Source: an optimization exercise on an open RTL-to-GDS flow (aim: small area and a short achievable clock period). Production flows keep margins and buffers that such runs may drop. Function was checked by simulation only, so behaviour that the tests miss may differ from the original. Power and IR drop assume default switching activity.

Setup of run 1:
==> flow/design.v (excerpt) <==
module xbee_rx (
    input  wire       clk,
    input  wire       rst,         
    input  wire       wr_valid,
    input  wire [7:0] wr_data,
    input  wire       run,
    input  wire [1:0] mode,        
    input  wire       flush,
    output reg  [5:0] avail,
    output reg        out_valid,
    output reg  [1:0] out_kind,
    output reg  [7:0] out_data
);
Size: about 690 cells after synthesis, ~320 flip-flops, ~32 I/O pins, roughly 13,000 um^2 of cells after synthesis.
export LEC_CHECK = 0
export CAP_MARGIN = 20
export CORE_MARGIN = 2
export CORE_UTILIZATION = 55
export CTS_BUF_LIST = sky130_fd_sc_hd__clkbuf_16
export CTS_CLUSTER_DIAMETER = 90
export CTS_CLUSTER_SIZE = 30
export GPL_TIMING_DRIVEN = 0
export SETUP_SLACK_MARGIN = 3.8
export SLEW_MARGIN = 20
create_clock -name core_clock -period 6.0 [get_ports {clk}]
standard.sh (not shown) runs the stock make flow with config.mk's settings and CLKGATE_MAP_FILE= SYNTH_SCRIPT=/design/flow/synth_recipe.tcl, a recipe that flattens the netlist after the stock synthesis.
==> flow/flow/run.sh <==
#!/bin/bash
# Own layout flow: the standard ORFS flow (standard.sh) with one change:
# clock tree synthesis inserts no dummy load cells (the same CTS options as
# the standard flow otherwise, from config.mk). Each tool's output goes to
# ORFS's logs under orfs/logs; standard.sh's own output to standard.log here.
set -euo pipefail
W=$(pwd)
export CTS_ARGS="-sink_clustering_enable -repair_clock_nets -dont_use_dummy_load -buf_list sky130_fd_sc_hd__clkbuf_16 -sink_clustering_size 30 -sink_clustering_max_diameter 90"
bash standard.sh > "$W/standard.log" 2>&1
Inputs modified between run 1 and run 2:
# run 1
export LEC_CHECK = 0
export CAP_MARGIN = 20
export CORE_MARGIN = 2
export CORE_UTILIZATION = 55
export CTS_BUF_LIST = sky130_fd_sc_hd__clkbuf_16
export CTS_CLUSTER_DIAMETER = 90
export CTS_CLUSTER_SIZE = 30
export GPL_TIMING_DRIVEN = 0
export SETUP_SLACK_MARGIN = 3.8
export SLEW_MARGIN = 20
create_clock -name core_clock -period 6.0 [get_ports {clk}]
# run 2
export LEC_CHECK = 0
export CAP_MARGIN = 20
export CORE_MARGIN = 2
export CORE_UTILIZATION = 55
export CTS_BUF_LIST = sky130_fd_sc_hd__clkbuf_8 sky130_fd_sc_hd__clkbuf_16
export CTS_CLUSTER_DIAMETER = 90
export CTS_CLUSTER_SIZE = 30
export SETUP_SLACK_MARGIN = 3.8
export SLEW_MARGIN = 20
create_clock -name core_clock -period 6.0 [get_ports {clk}]
==> flow/run.sh (new file) <==
#!/bin/bash
# synth_recipe.tcl (not shown) runs the flow's synth.tcl, then flattens the netlist and writes it again
# the make line also repeats each setting of config.mk as NAME=value (left out here)
make -C /OpenROAD-flow-scripts/flow DESIGN_CONFIG=/design/flow/config.mk WORK_HOME=/design/flow/orfs CLKGATE_MAP_FILE= SYNTH_SCRIPT=/design/flow/synth_recipe.tcl finish
removed: flow/flow/run.sh
removed: flow/standard.sh
## What came out
Both conditions hold for run 2: the flow ran to the end and the final layout passed the timing, design-rule and antenna checks.
Compared with run 1, run 2 shows global-route wire length before repair that has gone down by more than 10%.
Layout cell share with drive strength beyond 1: run 2 vs run 1 down 1.6 points
When run 2 is set beside run 1, its depth of the critical timing path with buffers and inverters included turns out to be 5 smaller.
Maximum clock frequency went up by a few percent going from run 1 to run 2.
Delta (run 2 minus run 1): number of vias after detailed routing decreased about 5%, sequential share of cell area increased 1.6 points, sequential power essentially unchanged.
Between run 1 and run 2, part of the total power dissipated in combinational logic is lower for run 2, run 1 comes in above that.
Fraction of power consumed by the clock network (higher): run 2
Comparing run 1 with run 2, the total standard cell area after synthesis came out essentially unchanged.
--- input diff run 2..run 3 ---
# run 2
export LEC_CHECK = 0
export CAP_MARGIN = 20
export CORE_MARGIN = 2
export CORE_UTILIZATION = 55
export CTS_BUF_LIST = sky130_fd_sc_hd__clkbuf_8 sky130_fd_sc_hd__clkbuf_16
export CTS_CLUSTER_DIAMETER = 90
export CTS_CLUSTER_SIZE = 30
export SETUP_SLACK_MARGIN = 3.8
export SLEW_MARGIN = 20
create_clock -name core_clock -period 6.0 [get_ports {clk}]
# run 3
export LEC_CHECK = 0
export CAP_MARGIN = 20
export CORE_MARGIN = 2
export CORE_UTILIZATION = 50
export CTS_BUF_LIST = sky130_fd_sc_hd__clkbuf_16
export CTS_CLUSTER_DIAMETER = 100
export CTS_CLUSTER_SIZE = 30
export SETUP_SLACK_MARGIN = 3.8
export SLEW_MARGIN = 20
create_clock -name core_clock -period 6.0 [get_ports {clk}]
==> flow/flow/run.sh (new file) <==
#!/bin/bash
# Own layout flow: the standard ORFS flow (standard.sh) with one change:
# clock tree synthesis inserts no dummy load cells (the same CTS options as
# the standard flow otherwise, from config.mk). Each tool's output goes to
# ORFS's logs under orfs/logs; standard.sh's own output to standard.log here.
set -euo pipefail
W=$(pwd)
export CTS_ARGS="-sink_clustering_enable -repair_clock_nets -dont_use_dummy_load -buf_list sky130_fd_sc_hd__clkbuf_16 -sink_clustering_size 30 -sink_clustering_max_diameter 100"
bash standard.sh > "$W/standard.log" 2>&1
==> flow/standard.sh (new file) <==
#!/bin/bash
# synth_recipe.tcl (not shown) runs the flow's synth.tcl, then flattens the netlist and writes it again
# the make line also repeats each setting of config.mk as NAME=value (left out here)
make -C /OpenROAD-flow-scripts/flow DESIGN_CONFIG=/design/flow/config.mk WORK_HOME=/design/flow/orfs CLKGATE_MAP_FILE= SYNTH_SCRIPT=/design/flow/synth_recipe.tcl "${@:-finish}"
removed: flow/run.sh
### Flow results
- Per the comparison of run 3 with run 2, maximum frequency fell about 2.7%; global placer's final weighted congestion fell about 4.3%; well tap count rose 45.
- In the tables for run 2 and run 3, clock-buffer cell count reads lower with run 3.
- The total power per unit cell area reported for run 3 is smaller than that of run 2 by about 2.4%.
- Comparing the two runs side by side, run 3 comes out behind run 2 on worst hold slack.
Relative to run 3, the following input files were edited for run 4:
# run 3
export LEC_CHECK = 0
export CAP_MARGIN = 20
export CORE_MARGIN = 2
export CORE_UTILIZATION = 50
export CTS_BUF_LIST = sky130_fd_sc_hd__clkbuf_16
export CTS_CLUSTER_DIAMETER = 100
export CTS_CLUSTER_SIZE = 30
export SETUP_SLACK_MARGIN = 3.8
export SLEW_MARGIN = 20
create_clock -name core_clock -period 6.0 [get_ports {clk}]
# run 4
export LEC_CHECK = 0
export CAP_MARGIN = 20
export CORE_MARGIN = 2
export CORE_UTILIZATION = 55
export CTS_BUF_LIST = sky130_fd_sc_hd__clkbuf_16
export CTS_CLUSTER_DIAMETER = 90
export CTS_CLUSTER_SIZE = 30
export SETUP_SLACK_MARGIN = 3.8
export SLEW_MARGIN = 20
create_clock -name core_clock -period 6.0 [get_ports {clk}]
==> flow/run.sh (new file) <==
#!/bin/bash
# synth_recipe.tcl (not shown) runs the flow's synth.tcl, then flattens the netlist and writes it again
# the make line also repeats each setting of config.mk as NAME=value (left out here)
make -C /OpenROAD-flow-scripts/flow DESIGN_CONFIG=/design/flow/config.mk WORK_HOME=/design/flow/orfs CLKGATE_MAP_FILE= SYNTH_SCRIPT=/design/flow/synth_recipe.tcl finish
removed: flow/flow/run.sh
removed: flow/standard.sh
### Flow results
Summary of run 4 over run 3: count of clock-buffer cells in the layout picked up an extra 1; net count reported at finish went down; placed standard-cell area shows a reduction of about 0.4%; clock share of power went up; count of plain and timing-repair buffers in the layout now smaller. Pin count of the biggest net entering global routing, run 3 and run 4: lower on run 3. Compared with run 3, in run 4 switching part of the total power shrank by 0.24 points; area share of buffers outside the clock network went down 0.74 points; horizontal die dimension down about 4.5%; number of inserted filler cells in the final layout went down. Between run 3 and run 4, the difference in met3 layer usage reported by global route is negligible. Every run (run 3 and run 4) finished clean.

## what the ideal ports hide
How much do the figures lean on ideal ports? The routed layouts below were timed once more, with nothing changed but the port constraints.
Step 1 sets driving cells, clkbuf_16 on the clock port and buf_2 on the other inputs (assumed; they add their load-dependent delay and slew).
Step 2, shift: input delay + t, output delay - t, t = (earliest + latest rising clock arrival at the registers) / 2. This alone moves slack from input paths to output paths.
Three values: ideal, step 1, step 2; two values: the first two.
run | t, ns | setup WS [ns] | hold WS [ns] | slew at the worst register clock pin (ns) | pins driven straight from the clock port
run 1 | 0.536 | 3.752 / 3.752 / 3.299 | 0.436 / 0.436 / 0.436 | 0.11 / 0.11 | 1
run 2 | 0.536 | 3.850 / 3.802 / 3.325 | 0.454 / 0.454 / 0.454 | 0.11 / 0.11 | 1
run 3 | 0.526 | 3.790 / 3.657 / 3.131 | 0.423 / 0.423 / 0.423 | 0.11 / 0.11 | 1
run 4 | 0.534 | 3.851 / 3.804 / 3.318 | 0.451 / 0.451 / 0.451 | 0.11 / 0.11 | 1
After both steps setup and hold are still met in every run listed. For run 3, which loses most, drivers alone change the setup slack by -0.133 ns; drivers and shift together by -0.659 ns.
